Source: an optimization exercise on an open RTL-to-GDS flow (aim: small area, a short achievable clock period and few clock cycles). Production flows keep margins and buffers that such runs may drop.
The RTL was checked by simulation tests, not by an equivalence proof against the original design.
Power and IR drop assume default switching activity.

$ cat design/flow/run.sh
#!/bin/bash
# synth_recipe.tcl (not shown) runs the flow's synth.tcl, then flattens the netlist and writes it again
# the make line also repeats each setting of config.mk as NAME=value (left out here)
make -C /OpenROAD-flow-scripts/flow DESIGN_CONFIG=/design/flow/config.mk WORK_HOME=/design/flow/orfs CLKGATE_MAP_FILE= SYNTH_SCRIPT=/design/flow/synth_recipe.tcl finish
$ cat design/flow/config.mk
export PLATFORM = sky130hd
export DESIGN_NAME = rlec
export DESIGN_NICKNAME = rlec
export VERILOG_FILES = /design/flow/design.v
export SDC_FILE = /design/flow/constraint.sdc
export NUM_CORES = 4
export LEC_CHECK = 0
export ABC_CLOCK_PERIOD_IN_PS = 5000
export CAP_MARGIN = 20
export CORE_MARGIN = 2
export CORE_UTILIZATION = 40
export PLACE_DENSITY = 0.6
export SETUP_SLACK_MARGIN = 4.5
export SLEW_MARGIN = 20
$ cat design/flow/constraint.sdc
create_clock -name core_clock -period 10.0 [get_ports {clk}]
set_input_delay 2.0000 -clock core_clock [delete_from_list [all_inputs] [get_ports {clk}]]
set_output_delay 2.0000 -clock core_clock [all_outputs]
set_load 0.01 [all_outputs]
$ cat design/flow/design.v
module rlec (
    input  wire        clk,
    input  wire        rst_n,
    input  wire [3:0]  reg_addr,
    input  wire        reg_we,
    input  wire [31:0] reg_wdata,
    output reg  [31:0] reg_rdata,
    output wire        busy,
    output wire        ibuf_req,
    output wire [15:0] ibuf_addr,
    input  wire        ibuf_gnt,
    input  wire [7:0]  ibuf_rdata,
    output wire        obuf_req,
    output wire [15:0] obuf_addr,
    output wire [7:0]  obuf_wdata,
    input  wire        obuf_gnt
);
    localparam [31:0] ID_VALUE  = 32'h524C_4543;
    localparam [3:0] R_CMD = 4'd0, R_STATUS = 4'd1, R_WIDTH = 4'd2, R_HEIGHT = 4'd3,
                     R_ATHR = 4'd4, R_MODE = 4'd5, R_INLEN = 4'd6, R_OUTCAP = 4'd7,
                     R_OUTLEN = 4'd8, R_INPOS = 4'd9, R_ID = 4'd10;
    localparam [2:0] E_NONE = 3'd0, E_PARAM = 3'd1, E_TRUNC = 3'd2, E_OVERRUN = 3'd3,
                     E_MALFORMED = 3'd5, E_OVERFLOW = 3'd6, E_ILLEGAL = 3'd7;
    localparam [1:0] F_A = 2'd1, F_B = 2'd2, F_C = 2'd3;
    localparam [1:0] S_IDLE = 2'd0, S_START = 2'd1, S_RUN = 2'd2;
    reg [15:0] width, height;
    reg [8:0]  a_thresh;
    reg [1:0]  mode;             
    reg [31:0] in_len, out_cap;
    reg [16:0] out_len, in_pos;  
    reg        st_busy, st_done;
    reg [2:0]  st_err;
    reg [1:0]  state;
    reg [1:0]  fmt;              
    reg        dec;
    reg [4:0]  mcnt;             
    reg [16:0] npix;
    reg        big;              
    reg [15:0] fa;               
    reg        dv;               
    reg [7:0]  qd;               
    reg        qv;
    reg [16:0] pidx;             
    reg [6:0]  acc_val;
    reg [16:0] acc_len;
    reg        p_done;           
    reg        rdy;              
    reg [2:0]  aerr;             
    reg [1:0]  bi;               
    reg [1:0]  brem;             
    reg        sml;              
    reg        ov;               
    reg [2:0]  perr;             
    reg        e_act;
    reg [6:0]  ev;
    reg [16:0] el;
    reg [1:0]  ei;               
    reg        oreq;
    reg [7:0]  owd;
    assign busy       = st_busy;
    assign ibuf_req   = st_busy;
    assign ibuf_addr  = fa;
    assign obuf_req   = oreq;
    assign obuf_addr  = out_len[15:0];
    assign obuf_wdata = owd;
    wire run = (state == S_RUN);
    wire cfg_we  = reg_we && !st_busy;
    wire cmd_wr  = cfg_we && (reg_addr == R_CMD) && (reg_wdata != 32'd0);
    wire cmd_legal = (reg_wdata[31:5] == 27'd0) && (reg_wdata[3:2] == 2'd0) && (reg_wdata[1:0] != 2'd0);
    wire dim_we  = cfg_we && ((reg_addr == R_WIDTH) || (reg_addr == R_HEIGHT));
    wire        m_bit = height[mcnt[3:0]];
    wire [17:0] m_sum = {npix, 1'b0} + {2'd0, m_bit ? width : 16'd0};
    wire        m_big = m_sum[17] || (m_sum[16] && (m_sum[15:0] != 16'd0));
    wire        o_wr     = oreq && obuf_gnt;
    wire        out_free = !oreq || obuf_gnt;
    wire [16:0] out_len1 = out_len + 17'd1;
    wire        cap_eq0  = (out_len  == out_cap[16:0]);
    wire        cap_eq1  = (out_len1 == out_cap[16:0]);
    wire        e_ovf    = !dec && (o_wr ? cap_eq1 : cap_eq0);
    reg  [7:0]  e_byte;
    reg         e_rlast;         
    reg         e_last;          
    reg  [16:0] e_dec;           
    reg  [1:0]  b_k;
    wire        c_ext = (ev[3:0] == 4'd0) || (ev[3:0] == 4'd15);
    wire        c_gt  = c_ext ? (el > 17'd4095) : (el > 17'd15);
    wire [11:0] c_n   = c_gt ? (c_ext ? 12'd4095 : 12'd15) : el[11:0];
    always @(*) begin
        if (el == 17'd1)               b_k = 2'd0;
        else if (el[16:7] == 10'd0)    b_k = 2'd1;
        else if (el[16:14] == 3'd0)    b_k = 2'd2;
        else                           b_k = 2'd3;
        e_byte  = 8'd0;
        e_rlast = 1'b1;
        e_last  = 1'b1;
        e_dec   = 17'd1;
        if (dec) begin
            case (fmt)
                F_A:     e_byte = {8{ev[0]}};
                F_B:     e_byte = {ev[6:0], 1'b0};
                default: e_byte = {ev[3:0], 4'd0};
            endcase
            e_last = (el == 17'd1);
        end else begin
            case (fmt)
                F_A: e_byte = {ev[0], el[6:0]};
                F_B: begin
                    e_last  = (ei == b_k);
                    e_rlast = e_last;
                    if (ei == 2'd0)
                        e_byte = {(b_k != 2'd0), ev[6:0]};
                    else begin
                        case (b_k)
                            2'd1: e_byte = el[7:0];
                            2'd2: e_byte = (ei == 2'd1) ? {2'b10, el[13:8]} : el[7:0];
                            default: case (ei)
                                    2'd1:    e_byte = {3'b110, 4'd0, el[16]};
                                    2'd2:    e_byte = el[15:8];
                                    default: e_byte = el[7:0];
                                endcase
                        endcase
                    end
                end
                default: begin
                    e_dec = {5'd0, c_n};
                    if (c_ext) begin
                        e_rlast = (ei == 2'd1);
                        e_byte  = (ei == 2'd0) ? {ev[3:0], c_n[11:8]} : c_n[7:0];
                    end else begin
                        e_rlast = 1'b1;
                        e_byte  = {ev[3:0], c_n[3:0]};
                    end
                    e_last = e_rlast && !c_gt;
                end
            endcase
        end
    end
    wire e_go    = run && e_act && out_free;              
    wire em_free = !e_act || (out_free && e_last && !e_ovf);
    wire [16:0] pidx1    = pidx + 17'd1;
    wire        acc_nz   = (acc_len != 17'd0);
    wire        e_mism   = acc_nz && (qd[6:0] != acc_val);
    wire        e_cap    = (fmt == F_A) && (acc_len == 17'd124) && !e_mism;
    wire        e_need   = e_mism || e_cap;
    wire        enc_take = run && !dec && !p_done && qv && (!e_need || em_free);
    wire        enc_fin  = run && !dec && p_done && acc_nz && em_free;
    wire [17:0] r_diff  = {1'b0, npix} - {1'b0, acc_len};
    wire        d_over  = ov || r_diff[17];
    wire        d_bad   = (aerr != E_NONE) || (mode[0] && sml) || d_over;
    wire        d_chk   = run && dec && rdy && !p_done;
    wire        d_hand  = d_chk && !d_bad && (!acc_nz || em_free);
    wire        d_free  = !rdy || d_hand;
    wire        d_go    = run && dec && !p_done && d_free;
    wire        d_trunc = (pidx >= in_len[16:0]);
    wire        dec_take = d_go && !d_trunc && qv;
    reg  [6:0]  a_val;
    reg  [16:0] a_len;
    reg  [1:0]  a_bi, a_brem;
    reg         a_sml, a_ov, a_done;
    reg  [2:0]  a_err;
    always @(*) begin
        a_val  = acc_val;
        a_len  = acc_len;
        a_bi   = bi;
        a_brem = brem;
        a_sml  = sml;
        a_ov   = ov;
        a_done = 1'b0;
        a_err  = E_NONE;
        case (fmt)
            F_A: begin
                a_val  = {6'd0, qd[7]};
                a_len  = {10'd0, qd[6:0]};
                a_sml  = (qd[6:0] == 7'd0) || (qd[6:0] > 7'd125);
                a_ov   = 1'b0;
                a_done = 1'b1;
            end
            F_B: begin
                if (bi == 2'd0) begin
                    a_val = qd[6:0];
                    a_len = 17'd1;
                    a_sml = 1'b0;
                    a_ov  = 1'b0;
                    if (!qd[7]) a_done = 1'b1;
                    else        a_bi   = 2'd1;
                end else if (bi == 2'd1) begin
                    a_bi = 2'd2;
                    if (!qd[7]) begin
                        a_len  = {10'd0, qd[6:0]};
                        a_sml  = (qd[6:1] == 6'd0);
                        a_done = 1'b1;
                    end else if (!qd[6]) begin
                        a_len  = {11'd0, qd[5:0]};
                        a_brem = 2'd1;
                    end else if (!qd[5]) begin
                        a_len  = {12'd0, qd[4:0]};
                        a_brem = 2'd2;
                    end else if (!qd[4]) begin
                        a_len  = {13'd0, qd[3:0]};
                        a_brem = 2'd3;
                    end else begin
                        a_err  = E_MALFORMED;
                        a_done = 1'b1;
                    end
                end else begin
                    a_len  = {acc_len[8:0], qd};
                    a_ov   = ov || (acc_len[16:9] != 9'd0);
                    a_bi   = 2'd3;
                    a_brem = brem - 2'd1;
                    if (bi == 2'd2) begin
                        case (brem)
                            2'd1:    a_sml = (acc_len == 17'd0) && !qd[7];
                            2'd2:    a_sml = (acc_len == 17'd0) && (qd[7:6] == 2'd0);
                            default: a_sml = (acc_len == 17'd0) && (qd[7:5] == 3'd0);
                        endcase
                    end
                    if (brem == 2'd1) a_done = 1'b1;
                end
            end
            default: begin
                a_ov = 1'b0;
                if (bi == 2'd0) begin
                    a_val = {3'd0, qd[7:4]};
                    a_len = {13'd0, qd[3:0]};
                    a_sml = (qd[3:0] == 4'd0);
                    if (qd[7:4] == 4'h0 || qd[7:4] == 4'hF) a_bi = 2'd1;
                    else a_done = 1'b1;
                end else begin
                    a_len  = {5'd0, acc_len[3:0], qd};
                    a_sml  = ({acc_len[3:0], qd} == 12'd0);
                    a_done = 1'b1;
                end
            end
        endcase
        if (a_done) a_bi = 2'd0;
    end
    wire take = enc_take || dec_take;
    wire hold = qv && !take;
    reg [7:0] qin;
    always @(*) begin
        if (dec) qin = ibuf_rdata;
        else case (fmt)
            F_A:     qin = {7'd0, ({1'b0, ibuf_rdata} >= a_thresh)};
            F_B:     qin = {1'b0, ibuf_rdata[7:1]};
            default: qin = {4'd0, ibuf_rdata[7:4]};
        endcase
    end
    always @(*) begin
        case (reg_addr)
            R_STATUS: reg_rdata = {25'd0, st_err, 2'b00, st_done, st_busy};
            R_WIDTH:  reg_rdata = {16'd0, width};
            R_HEIGHT: reg_rdata = {16'd0, height};
            R_ATHR:   reg_rdata = {23'd0, a_thresh};
            R_MODE:   reg_rdata = {30'd0, mode};
            R_INLEN:  reg_rdata = in_len;
            R_OUTCAP: reg_rdata = out_cap;
            R_OUTLEN: reg_rdata = {15'd0, out_len};
            R_INPOS:  reg_rdata = {15'd0, in_pos};
            R_ID:     reg_rdata = ID_VALUE;
            default:  reg_rdata = 32'd0;
        endcase
    end
    always @(posedge clk) begin
        if (!rst_n) begin
            width    <= 16'd0;
            height   <= 16'd0;
            a_thresh <= 9'h0FF;
            mode     <= 2'd0;
            in_len   <= 32'd0;
            out_cap  <= 32'h0001_0000;
            out_len  <= 17'd0;
            in_pos   <= 17'd0;
            st_busy  <= 1'b0;
            st_done  <= 1'b0;
            st_err   <= E_NONE;
            state    <= S_IDLE;
            fmt      <= 2'd0;
            dec      <= 1'b0;
            mcnt     <= 5'd0;
            npix     <= 17'd0;
            big      <= 1'b0;
            fa       <= 16'd0;
            dv       <= 1'b0;
            qd       <= 8'd0;
            qv       <= 1'b0;
            pidx     <= 17'd0;
            acc_val  <= 7'd0;
            acc_len  <= 17'd0;
            p_done   <= 1'b0;
            rdy      <= 1'b0;
            aerr     <= E_NONE;
            bi       <= 2'd0;
            brem     <= 2'd0;
            sml      <= 1'b0;
            ov       <= 1'b0;
            perr     <= E_NONE;
            e_act    <= 1'b0;
            ev       <= 7'd0;
            el       <= 17'd0;
            ei       <= 2'd0;
            oreq     <= 1'b0;
            owd      <= 8'd0;
        end else begin
            if (cfg_we) begin
                case (reg_addr)
                    R_WIDTH:  width    <= reg_wdata[15:0];
                    R_HEIGHT: height   <= reg_wdata[15:0];
                    R_ATHR:   a_thresh <= reg_wdata[8:0];
                    R_MODE:   mode     <= reg_wdata[1:0];
                    R_INLEN:  in_len   <= reg_wdata;
                    R_OUTCAP: out_cap  <= reg_wdata;
                    default: ;
                endcase
            end
            if (mcnt[4]) begin
                npix <= m_sum[16:0];
                big  <= big || m_big;
                mcnt <= mcnt - 5'd1;
            end
            if (dim_we) begin
                npix <= 17'd0;
                big  <= 1'b0;
                mcnt <= 5'h1F;
            end
            if (cmd_wr) begin
                st_busy <= 1'b1;
                st_done <= 1'b0;
                st_err  <= E_NONE;
                out_len <= 17'd0;
                in_pos  <= 17'd0;
                fmt     <= cmd_legal ? reg_wdata[1:0] : 2'd0;
                dec     <= reg_wdata[4];
                state   <= S_START;
            end
            case (state)
                S_START: begin
                    fa      <= 16'd0;
                    dv      <= 1'b0;
                    qv      <= 1'b0;
                    pidx    <= 17'd0;
                    acc_len <= 17'd0;
                    p_done  <= 1'b0;
                    rdy     <= 1'b0;
                    bi      <= 2'd0;
                    perr    <= E_NONE;
                    e_act   <= 1'b0;
                    oreq    <= 1'b0;
                    if (fmt == 2'd0) begin
                        st_busy <= 1'b0;
                        st_done <= 1'b1;
                        st_err  <= E_ILLEGAL;
                        state   <= S_IDLE;
                    end else if (!mcnt[4]) begin
                        if (out_cap[31:17] != 15'd0 || (out_cap[16] && out_cap[15:0] != 16'd0)) begin
                            st_busy <= 1'b0;
                            st_done <= 1'b1;
                            st_err  <= E_PARAM;
                            state   <= S_IDLE;
                        end else if (width == 16'd0 || height == 16'd0) begin
                            st_busy <= 1'b0;
                            st_done <= 1'b1;
                            st_err  <= mode[1] ? E_NONE : E_PARAM;
                            state   <= S_IDLE;
                        end else if (big || (dec && ((in_len[31:17] != 15'd0) ||
                                                     (in_len[16] && in_len[15:0] != 16'd0) ||
                                                     (npix > out_cap[16:0])))) begin
                            st_busy <= 1'b0;
                            st_done <= 1'b1;
                            st_err  <= E_PARAM;
                            state   <= S_IDLE;
                        end else begin
                            state <= S_RUN;
                        end
                    end
                end
                S_RUN: begin
                    if (hold) begin
                        dv <= 1'b0;
                        fa <= pidx1[15:0];
                    end else begin
                        qv <= dv;
                        qd <= qin;
                        dv <= ibuf_gnt;
                        if (ibuf_gnt) fa <= fa + 16'd1;
                    end
                    if (take) pidx <= pidx1;
                    if (o_wr) out_len <= out_len1;
                    if (out_free) oreq <= 1'b0;
                    if (e_go && !e_ovf) begin
                        oreq <= 1'b1;
                        owd  <= e_byte;
                        if (e_last) e_act <= 1'b0;
                        if (e_rlast) begin
                            ei <= 2'd0;
                            el <= el - e_dec;
                        end else begin
                            ei <= ei + 2'd1;
                        end
                    end
                    if (!dec) begin
                        if (enc_take) begin
                            if (e_need) begin
                                e_act <= 1'b1;
                                ev    <= acc_val;
                                el    <= e_cap ? 17'd125 : acc_len;
                                ei    <= 2'd0;
                                in_pos <= pidx;
                            end
                            acc_val <= qd[6:0];
                            acc_len <= e_cap ? 17'd0 : (e_mism ? 17'd1 : acc_len + 17'd1);
                            if (pidx1 == npix) p_done <= 1'b1;
                        end
                        if (enc_fin) begin
                            e_act   <= 1'b1;
                            ev      <= acc_val;
                            el      <= acc_len;
                            ei      <= 2'd0;
                            in_pos  <= pidx;
                            acc_len <= 17'd0;
                        end
                        if (e_go && e_ovf) begin
                            st_busy <= 1'b0;
                            st_done <= 1'b1;
                            st_err  <= E_OVERFLOW;
                            state   <= S_IDLE;
                            oreq    <= 1'b0;
                        end else if (p_done && !acc_nz && !e_act && out_free) begin
                            st_busy <= 1'b0;
                            st_done <= 1'b1;
                            in_pos  <= pidx;
                            state   <= S_IDLE;
                        end
                    end else begin
                        if (d_chk) begin
                            if (aerr != E_NONE) begin
                                perr   <= aerr;
                                p_done <= 1'b1;
                            end else if (mode[0] && sml) begin
                                perr   <= E_MALFORMED;
                                p_done <= 1'b1;
                            end else if (d_over) begin
                                perr   <= E_OVERRUN;
                                p_done <= 1'b1;
                            end
                        end
                        if (d_hand) begin
                            rdy    <= 1'b0;
                            in_pos <= pidx;
                            if (acc_nz) begin
                                e_act <= 1'b1;
                                ev    <= acc_val;
                                el    <= acc_len;
                                npix  <= r_diff[16:0];
                                if (r_diff[16:0] == 17'd0) p_done <= 1'b1;
                            end
                        end
                        if (d_go) begin
                            if (d_trunc) begin
                                rdy  <= 1'b1;
                                aerr <= E_TRUNC;
                            end else if (qv) begin
                                acc_val <= a_val;
                                acc_len <= a_len;
                                bi      <= a_bi;
                                brem    <= a_brem;
                                sml     <= a_sml;
                                ov      <= a_ov;
                                aerr    <= a_err;
                                if (a_done) rdy <= 1'b1;
                            end
                        end
                        if (p_done && !e_act && out_free) begin
                            st_busy <= 1'b0;
                            st_done <= 1'b1;
                            st_err  <= perr;
                            state   <= S_IDLE;
                            npix    <= 17'd0;
                            big     <= 1'b0;
                            mcnt    <= 5'h1F;
                        end
                    end
                end
                default: ;
            endcase
        end
    end
endmodule
==> impl_metrics.toml, run 1 <==
[logic_synthesis]
synthDistinctLibCells = 94
synth_top_family_by_area = "compound AO/OA/AOI/OAI gates"
ys_warn_count = 1
synth_nets = 2958
synthXorXnorAreaFrac_pct = 4.248
avgSynthCellArea_um2 = 7.403
synthAdderAreaFrac_pct = 6.626
synth-edff-count = 0
ys_seq_elements = 290
synth_compound_area_share_pct = 26.18
async_flop_share_pct = 0
yosysSeqAreaShare_pct = 28.00
synthMuxAreaShare_pct = 4.019
synth-simple-area-share_pct = 24.34
synth_cells = 2801
netlist_area_um2 = 20730
synthFlopType = "dfxtp_1"

[detailed_routing]
drt-pass1-iter-count = 7
dr_total_vias = 22170
post_drt_wl_per_cell_um = 24.01
drc_errors = 0
first_iter_violations = 2448
avgViaCountPerCell = 6.274
ant_nets = 0
wirelength_um = 84850

[die]
start_util_pct = 40.42
core_um2 = 51300
dieArea_um2 = 53670
die_w_um = 231.7
die-height_um = 231.7
ioPinCount = 124
rows = 83

[sta]
max-slew-margin-rel_pct = 30.56
whs_ns = 0.4549
tightest_slew_ns = 1.042
tns_ns = 0
skew_ns = 0.01546
period_needed_ns = 5.495
clock.fmax_mhz = 182.0
slew_violations = 0
hold_violations = 0
final.period_utilization_pct = 54.95
rsz0062_at_grt = "yes"
setup_violations = 0

[power]
pwr-share-seq_pct = 43.1
power.leakage_uw = 0.009047
ir_drop_mv = 0.1288
p_comb_share_pct = 7.6
p_switching_uw = 700.8
p_sw_share_pct = 25.59
power_density_nw_per_um2 = 114.8
pwr-share-clk_pct = 49.3
cell_internal_pwr_uw = 2038

[layout]
drive_above_1_share_pct = 8.164
num-fill-cells = 5153
areaGrowthSynthToFinish_pct = 15.08
antenna_cells = 0
nets = 2987

[grt]
grt_max_degree = 85
grt_pass1_vias = 20670
grt_pass1_wl_um = 127600
track_usage_pct = 30.69
overflow = 0
antenna_found_initial = 1

[clock_network]
cts.sinks = 290
htree_levels = 2
clockBufferDepth = 3
cts.clk_slew.worst_paths_ns = 0.06
cts_hold_buf = 0
cts_tree = "done"
cts.root.buffer_cell = "clkbuf_16"
cts_made_buffers = 37
clk_latency_ns = 0.57

[worst_setup_path]
r2r_end = "acc_len[0]"
required_ns = 8.00
cp-end-kind = "primary output"
cp.arrival_ns = 3.49
crit_fanout = 8
crit_start = "reg_addr[2]"
reg2reg_depth = 12
r2r_setup_slack_ns = 5.18
start_kind = "input pin"
path_class = "input pin to primary output"
r2r_start = "fmt[0]"

[worst_hold_path]
hold_end = "owd[0]"
holdCritStartpoint = "owd[0]"
hold_path_class = "flop to flop"
min_path_cells = 2

[placement]
hpwl_um = 61580
gp_congestion = 0.9852
port_buffers = 123

[run_status]
status = "no timing/DRC/antenna violations"

[job]
drv_cap = 0
==> synthesized netlist by cell type, types with 18 or more instances <==
| cell type | number | share of area, % |
|---|---|---|
| nand2_1 | 385 | 7.0 |
| a21oi_1 | 296 | 7.1 |
| dfxtp_1 | 290 | 28 |
| nor2_1 | 200 | 3.6 |
| clkbuf_1 | 153 | 2.8 |
| o21ai_0 | 130 | 3.1 |
| inv_1 | 129 | 2.3 |
| ha_1 | 105 | 6.3 |
| nand3_1 | 98 | 2.4 |
| nor3_1 | 94 | 2.3 |
| mux2i_1 | 63 | 3.0 |
| xnor2_1 | 61 | 2.6 |
| nor4_1 | 49 | 1.5 |
| a22oi_1 | 47 | 1.7 |
| a31oi_1 | 47 | 1.4 |
| nand4_1 | 41 | 1.2 |
| xor2_1 | 37 | 1.6 |
| a21o_1 | 33 | 1.2 |
| and2_1 | 32 | 0.97 |
| o31ai_1 | 30 | 1.1 |
| nand2b_1 | 29 | 0.87 |
| and3_1 | 28 | 0.84 |
| nor2b_1 | 28 | 0.84 |
| buf_4 | 25 | 0.91 |
| a221oi_1 | 24 | 1.0 |
| a211oi_1 | 22 | 0.80 |
| or2_2 | 20 | 0.60 |
| or3_1 | 20 | 0.60 |
| o211ai_1 | 19 | 0.69 |
| a22o_1 | 18 | 0.76 |
| o21a_1 | 18 | 0.65 |
==> sequential cells by signal, summed over array words and instances (netlist names), 9 cells and up <==
name      flops
a_thresh      9
acc_len      17
el           17
fa           16
height       16
in_len       32
in_pos       17
npix         17
out_cap      32
out_len      17
pidx         17
width        16
==> repair_timing <==
action                                  CTS  global route
pin swaps                                10            15
endpoints found under the setup margin  114            88
cloned                                    1             3
resized for setup                        97            28
buffers inserted                         26            10
==> worst max-delay path, stage by stage <==
cell and delay, ns:
buf_4 0.16, nor2b_4 0.24, buf_6 0.16, and3_2 0.25, a22o_1 0.15, clkdlybuf4s50_1 0.53
==> stage by stage <==
step / power, µW / setup WS, ns / util (%) / cell area, µm² / instances
finish: 2738 / 4.505 / 46.51 / 23860 / 3534
global route: 2805 / 4.455 / 46.51 / 23860 / 3534
CTS: 2746 / 4.371 / 46.21 / 23700 / 3521
detailed placement: 1394 / 2.442 / 43.21 / 22170 / 3431
global placement: 1393 / 2.498 / 43.19 / 22160 / 3431
floorplan: 1308 / 4.700 / - / 20730 / 2801
==> final cells by class <==
class	count	area, µm²	area share (%)
inverters	131	500.5	2.097
multi-input cells	2184	13790	57.81
repair buffers	186	1708	7.157
well taps	680	850.8	3.566
clock inverters	13	137.6	0.5768
clock buffers	50	1065	4.462
flip-flops and latches	290	5807	24.34
==> power groups by stage <==
stage                     Sequential [µW]  Clock (µW)  Combinational [µW]
after CTS                            1180        1370                 201
after detailed placement             1200           0                 190
final                                1180        1350                 208
after global placement               1200           0                 189
after global routing                 1180        1400                 222
after floorplan                      1190           0                 113
==> cell families after synthesis <==
logic type / after synthesis
adder cells (fa/ha/maj): 108
AND/OR/NAND/NOR: 1064
AO/OA/AOI/OAI: 834
multiplexers: 76
XOR/XNOR: 99
flip-flops: 290
buffers and inverters: 330
==> layout by cell type (no fill, tap or decap), drive strengths merged, types with 10 or more instances in the layout <==
cell type,instances
a211oi,24
a21o,33
a21oi,298
a221oi,24
a22o,18
a22oi,47
a311oi,15
a31oi,47
a41o,10
and2,32
and3,31
buf,69
clkbuf,55
clkdlybuf4s50,88
dfxtp,290
dlygate4sd2,17
ha,105
inv,130
mux2i,63
nand2,386
nand2b,29
nand3,99
nand4,41
nor2,200
nor2b,28
nor3,94
nor4,51
o211ai,20
o21a,18
o21ai,133
o22ai,12
o31ai,35
or2,20
or3,20
xnor2,61
xor2,37
==> layer usage <==
metal  part of all wire (%)  vias up  track usage (%)
met1                     44    10660            42.27
met2                     43     1103            47.31
met3                    9.0      189            5.598
met4                    4.0        2            12.10
li1                       -    10220                -
met5                  0.012        -                0
==> how the worst max path moves through the flow <==
stage | endpoint | cells past startpoint | slack (ns)
floorplan | reg_rdata[10] | 6 | 4.70
global placement | reg_rdata[8] | 8 | 2.50
detailed placement | reg_rdata[8] | 8 | 2.44
CTS | reg_rdata[8] | 9 | 4.37
global route | reg_rdata[6] | 10 | 4.46
finish | reg_rdata[31] | 6 | 4.51
Testbench counts, summed over its fixed seeds: cycles 399,155.
==> run 2, diff against run 1 <==
==> design/flow/config.mk (replaced) <==
export PLATFORM = sky130hd
export DESIGN_NAME = rlec
export DESIGN_NICKNAME = rlec
export VERILOG_FILES = /design/flow/design.v
export SDC_FILE = /design/flow/constraint.sdc
export NUM_CORES = 4
export LEC_CHECK = 0
export CAP_MARGIN = 20
export CORE_MARGIN = 2
export CORE_UTILIZATION = 40
export PLACE_DENSITY = 0.6
export SETUP_SLACK_MARGIN = 3
export SLEW_MARGIN = 20
==> impl_metrics.toml, run 2 <==
[sta]
final.period_utilization_pct = 68.59
tightest_slew_ns = 1.134
skew_ns = 0.01623
slew_violations = 0
setup_violations = 0
hold_violations = 0
clock.fmax_mhz = 145.8
rsz0062_at_grt = "no"
tns_ns = 0
fin_ws_ns = 3.141
whs_ns = 0.4548
period_needed_ns = 6.859
max-slew-margin-rel_pct = 24.37

[placement]
port_buffers = 123
hpwl_um = 61580
pre_cts_slack_ns = 2.442
gp_congestion = 0.9852

[die]
core_um2 = 51300
die-height_um = 231.7
ioPinCount = 124
die_w_um = 231.7
start_util_pct = 40.42
dieArea_um2 = 53670
rows = 83

[logic_synthesis]
synthMuxAreaShare_pct = 4.019
synth_nets = 2958
synthDistinctLibCells = 94
yosys-top-cells-count = "nand2_1 (385), a21oi_1 (296), dfxtp_1 (290)"
ys_warn_count = 1
synth-edff-count = 0
netlist_area_um2 = 20730
async_flop_share_pct = 0
post_synth_main_area_contributors = "dfxtp_1 (28%), a21oi_1 (7.1%), nand2_1 (7.0%), ha_1 (6.3%), nor2_1 (3.6%)"
synth_cells = 2801
ys_seq_elements = 290
synthXorXnorAreaFrac_pct = 4.248
synth_compound_area_share_pct = 26.18
synth_top_cell_by_area = "dfxtp_1"
synth-simple-area-share_pct = 24.34
avgSynthCellArea_um2 = 7.403
synthAdderAreaFrac_pct = 6.626
synthFlopType = "dfxtp_1"
synth_top_family_by_area = "compound AO/OA/AOI/OAI gates"
yosysMostFrequentCell = "nand2_1"
synth_top_area_share_pct = 28.00
yosysSeqAreaShare_pct = 28.00

[layout]
drive_above_1_share_pct = 5.828
final_core_util_pct = 45.59
reg_top3 = "in_len: 32 flops, out_cap: 32 flops"
nets = 2947
areaGrowthSynthToFinish_pct = 12.79
antenna_cells = 0
layout_commonest_cell = "nand2_1"
layout_common_cells = "nand2_1 (384), a21oi_1 (295), dfxtp_1 (289), nor2_1 (198), o21ai_0 (129)"
num-fill-cells = 5176

[run_status]
status = "no timing/DRC/antenna violations"

[clock_network]
htree_levels = 2
cts_setup_buffers = 0
cts_tree = "done"
cts.root.buffer_cell = "clkbuf_16"
cts_hold_buf = 0
cts.sinks = 290
clockBufferDepth = 3
cts.clk_slew.worst_paths_ns = 0.06
post_cts_resized = 7
cts_made_buffers = 37
clk_latency_ns = 0.57

[worst_hold_path]
holdCritStartpoint = "owd[0]"
hold_path_class = "flop to flop"
hold_end = "owd[0]"
min_path_cells = 2

[worst_setup_path]
cp.arrival_ns = 4.86
crit_start = "reg_addr[2]"
reg2reg_depth = 12
path_class = "input pin to primary output"
r2r_start = "fmt[0]"
start_kind = "input pin"
required_ns = 8.00
cp-end-kind = "primary output"
r2r_setup_slack_ns = 4.80
r2r_end = "acc_len[0]"
crit_fanout = 23

[grt]
grt_pass1_vias = 20470
track_usage_pct = 30.50
grt_pass1_wl_um = 126800
overflow = 0
grt_max_degree = 85
antenna_found_initial = 1

[power]
ir_drop_mv = 0.1290
power_density_nw_per_um2 = 116.6
power.total_uw = 2727
power.leakage_uw = 0.008582

[detailed_routing]
drt-pass1-iter-count = 9
dr_total_vias = 22010
avgViaCountPerCell = 6.299
post_drt_wl_per_cell_um = 23.92
wirelength_um = 83580
first_iter_violations = 2226
drc_errors = 0
ant_nets = 0

[job]
drv_cap = 0
run 2: cell counts after synthesis:
Identical to the previous run, type by type.
run 2: how the worst max path moves through the flow:
stage / cells past startpoint / slack [ns] / endpoint
after floorplan: 6 / 4.70 / reg_rdata[10]
after global placement: 8 / 2.50 / reg_rdata[8]
after detailed placement: 8 / 2.44 / reg_rdata[8]
after CTS: 7 / 3.08 / reg_rdata[8]
after global routing: 7 / 3.05 / reg_rdata[8]
final: 7 / 3.14 / reg_rdata[8]
run 2: final cells by class:
type	instances	area (µm²)	share of cell area, %
timing repair buffer	149	1418	6.061
multi-input combinational	2181	13610	58.21
sequential	290	5807	24.83
clock inverter	13	137.6	0.5885
tap	680	850.8	3.638
inverter	131	496.7	2.124
clock buffer	50	1065	4.553
run 2: critical path: stages:
cell	delay, ns
clkdlybuf4s50_1	0.63
nor2b_2	0.56
and3_4	0.51
a22o_1	0.23
a221oi_1	0.06
o311ai_0	0.22
clkdlybuf4s50_1	0.65
run 2: cell families after synthesis:
logic type               after synthesis
AND/OR/NAND/NOR                     1064
AO/OA/AOI/OAI                        834
buffers and inverters                330
flip-flops                           290
adder cells (fa/ha/maj)              108
XOR/XNOR                              99
multiplexers                          76
run 2: routing by layer:
layer	GRT usage [%]	up-vias	wire length [µm]
met5	0	-	10
met4	11.44	2	3131
met3	5.290	170	7564
met2	46.99	1069	36360
met1	42.42	10630	36510
li1	-	10130	-
run 2: power breakdown:
part	total [µW]	switching, µW	internal (µW)
logic	195	126	69.0
registers	1180	16.0	1160
clock network	1350	554	798
run 2: metrics by stage:
step	cell area [µm²]	std cells
6_report	23390	3494
3_3_place_gp	22160	3431
5_1_grt	23390	3494
4_1_cts	23370	3494
2_1_floorplan	20730	2801
3_5_place_dp	22170	3431
==> run 3, diff against run 2 <==
--- a/design/flow/config.mk
+++ b/design/flow/config.mk
@@ -9,5 +9,4 @@
 export CORE_MARGIN = 2
 export CORE_UTILIZATION = 40
 export PLACE_DENSITY = 0.6
-export SETUP_SLACK_MARGIN = 3
 export SLEW_MARGIN = 20
==> impl_metrics.toml, run 3 <==
[worst_setup_path]
crit_start = "reg_addr[2]"
r2r_end = "acc_len[0]"
crit_fanout = 23
r2r_setup_slack_ns = 4.78
cp-end-kind = "primary output"
path_class = "input pin to primary output"
cp.arrival_ns = 5.64
required_ns = 8.00
start_kind = "input pin"
worstSetupEndpoint = "reg_rdata[8]"
r2r_start = "fmt[0]"
reg2reg_depth = 12

[sta]
fin_ws_ns = 2.356
period_needed_ns = 7.644
skew_ns = 0.01881
hold_violations = 0
rsz0062_at_grt = "no"
final.period_utilization_pct = 76.44
max-slew-margin-rel_pct = 23.60
tns_ns = 0
clock.fmax_mhz = 130.8
slew_violations = 0
tightest_slew_ns = 1.146
setup_violations = 0

[layout]
layout_commonest_cell = "nand2_1"
final_core_util_pct = 45.56
reg_top3 = "in_len: 32 flops, out_cap: 32 flops"
finalNonFillerCells = 3494
antenna_cells = 0
drive_above_1_share_pct = 5.615
num-fill-cells = 5179
nets = 2947
layout_common_cells = "nand2_1 (384), a21oi_1 (295), dfxtp_1 (289), nor2_1 (199), o21ai_0 (129)"
areaGrowthSynthToFinish_pct = 12.73

[logic_synthesis]
synthDistinctLibCells = 94
synth_compound_area_share_pct = 26.18
synth_top_family_by_area = "compound AO/OA/AOI/OAI gates"
yosys-top-cells-count = "nand2_1 (385), a21oi_1 (296), dfxtp_1 (290)"
ys_warn_count = 1
yosysSeqAreaShare_pct = 28.00
synth-edff-count = 0
yosysMostFrequentCell = "nand2_1"
post_synth_main_area_contributors = "dfxtp_1 (28%), a21oi_1 (7.1%), nand2_1 (7.0%), ha_1 (6.3%), nor2_1 (3.6%)"
synth-simple-area-share_pct = 24.34
ys_seq_elements = 290
synthMuxAreaShare_pct = 4.019
synth_top_cell_by_area = "dfxtp_1"
synthFlopType = "dfxtp_1"
synthXorXnorAreaFrac_pct = 4.248
synth_cells = 2801
netlist_area_um2 = 20730
async_flop_share_pct = 0
synthAdderAreaFrac_pct = 6.626
avgSynthCellArea_um2 = 7.403
synth_nets = 2958
synth_top_area_share_pct = 28.00

[grt]
track_usage_pct = 30.51
grt_max_degree = 85
grt_pass1_wl_um = 126800
overflow = 0
grt_pass1_vias = 20480
antenna_found_initial = 1

[placement]
gp_congestion = 0.9852
port_buffers = 123
hpwl_um = 61580
dpl.cell_count = 3431
pre_cts_slack_ns = 2.442

[clock_network]
clk_latency_ns = 0.57
cts_tree = "done"
cts_setup_buffers = 0
clockBufferDepth = 3
cts_hold_buf = 0
post_cts_resized = 0
cts.clk_slew.worst_paths_ns = 0.06
cts.root.buffer_cell = "clkbuf_16"
cts.sinks = 290
htree_levels = 2
cts_made_buffers = 37

[die]
ioPinCount = 124
dieArea_um2 = 53670
die-height_um = 231.7
die_w_um = 231.7
rows = 83
core_um2 = 51300
start_util_pct = 40.42

[power]
power.leakage_uw = 0.008578
cell_internal_pwr_uw = 2030
p_comb_share_pct = 7.1
power_density_nw_per_um2 = 116.6
p_sw_share_pct = 25.53
pwr-share-seq_pct = 43.3
ir_drop_mv = 0.1279
p_switching_uw = 696.0
pwr-share-clk_pct = 49.6

[detailed_routing]
post_drt_wl_per_cell_um = 23.86
avgViaCountPerCell = 6.280
first_iter_violations = 2246
ant_nets = 0
dr_total_vias = 21940
drt-pass1-iter-count = 6
drc_errors = 0
wirelength_um = 83350

[run_status]
status = "no timing/DRC/antenna violations"

[job]
drv_cap = 0

[worst_hold_path]
hold_path_class = "flop to flop"
run 3: cell counts after synthesis:
Identical to the previous run, type by type.
run 3: logic make-up after synthesis:
family,Yosys count
AO/OA/AOI/OAI,834
XOR/XNOR,99
adder cells (fa/ha/maj),108
buffers and inverters,330
flip-flops,290
multiplexers,76
AND/OR/NAND/NOR,1064
run 3: worst min path at each step:
stage	from	to	slack, ns	cells past startpoint
after floorplan	dv	dv	0.44	2
after global placement	owd[0]	owd[0]	0.44	2
after detailed placement	owd[0]	owd[0]	0.45	2
after CTS	owd[0]	owd[0]	0.46	2
after global routing	owd[0]	owd[0]	0.48	2
final	owd[0]	owd[0]	0.45	2
run 3: through the flow:
step	hold slack, ns	instance area (µm²)	total power [µW]
4_1_cts	0.4610	23370	2736
3_5_place_dp	0.4515	22170	1394
2_1_floorplan	0.4417	20730	1308
6_report	0.4549	23370	2726
3_3_place_gp	0.4372	22160	1393
5_1_grt	0.4795	23370	2792
run 3: power by group through the flow:
| stage | logic (µW) | registers, µW | clock network [µW] |
|---|---|---|---|
| 4_1_cts | 191 | 1180 | 1370 |
| 2_1_floorplan | 113 | 1190 | 0 |
| 5_1_grt | 209 | 1180 | 1400 |
| 3_3_place_gp | 189 | 1200 | 0 |
| 3_5_place_dp | 190 | 1200 | 0 |
| 6_report | 195 | 1180 | 1350 |
run 3: final cells by class:
| type | instances | area, µm² | area share (%) |
|---|---|---|---|
| Inverter | 131 | 496.7 | 2.125 |
| Clock buffer | 50 | 1065 | 4.555 |
| Sequential cell | 290 | 5807 | 24.84 |
| Multi-Input combinational cell | 2181 | 13600 | 58.17 |
| Clock inverter | 13 | 137.6 | 0.5888 |
| Timing Repair Buffer | 149 | 1421 | 6.081 |
| Tap cell | 680 | 850.8 | 3.640 |
run 3: worst max-delay path, cell delays in order:
cell and delay (ns):
clkdlybuf4s50_1 0.63, nor2b_1 0.79, and3_1 0.99, a22o_1 0.30, a221oi_1 0.06, o311ai_0 0.22
clkdlybuf4s50_1 0.65
run 3: per-layer routing:
layer | global-route usage, % | up-vias | part of all wire [%]
met5 | 0 | - | 0.012
met4 | 11.44 | 2 | 3.8
li1 | - | 10140 | -
met3 | 5.290 | 188 | 9.1
met2 | 47.04 | 1033 | 43
met1 | 42.38 | 10580 | 44

[what the ideal ports hide]
How much do the figures lean on ideal ports? The routed layouts below were timed once more, with nothing changed but the port constraints.
Step 1 assumes that a clkbuf_16 drives the clock port and a buf_2 every other input.
Step 2, shift: input delay + t, output delay - t, t = (earliest + latest rising clock arrival at the registers) / 2. This alone moves slack from input paths to output paths.
a / b / c = ideal / step 1 / step 2; a / b = the first two.
| run | shift t [ns] | setup slack, ns | worst data-port slew with drivers (ns) |
|---|---|---|---|
| run 1 | 0.618 | 4.505 / 4.472 / 4.348 | 0.07 |
| run 2 | 0.619 | 3.141 / 3.109 / 3.109 | 0.06 |
| run 3 | 0.619 | 2.356 / 2.324 / 2.324 | 0.06 |
After both steps every run listed still meets setup and hold. For run 1, which loses most, drivers alone change the setup slack by -0.033 ns; drivers and shift together by -0.157 ns.
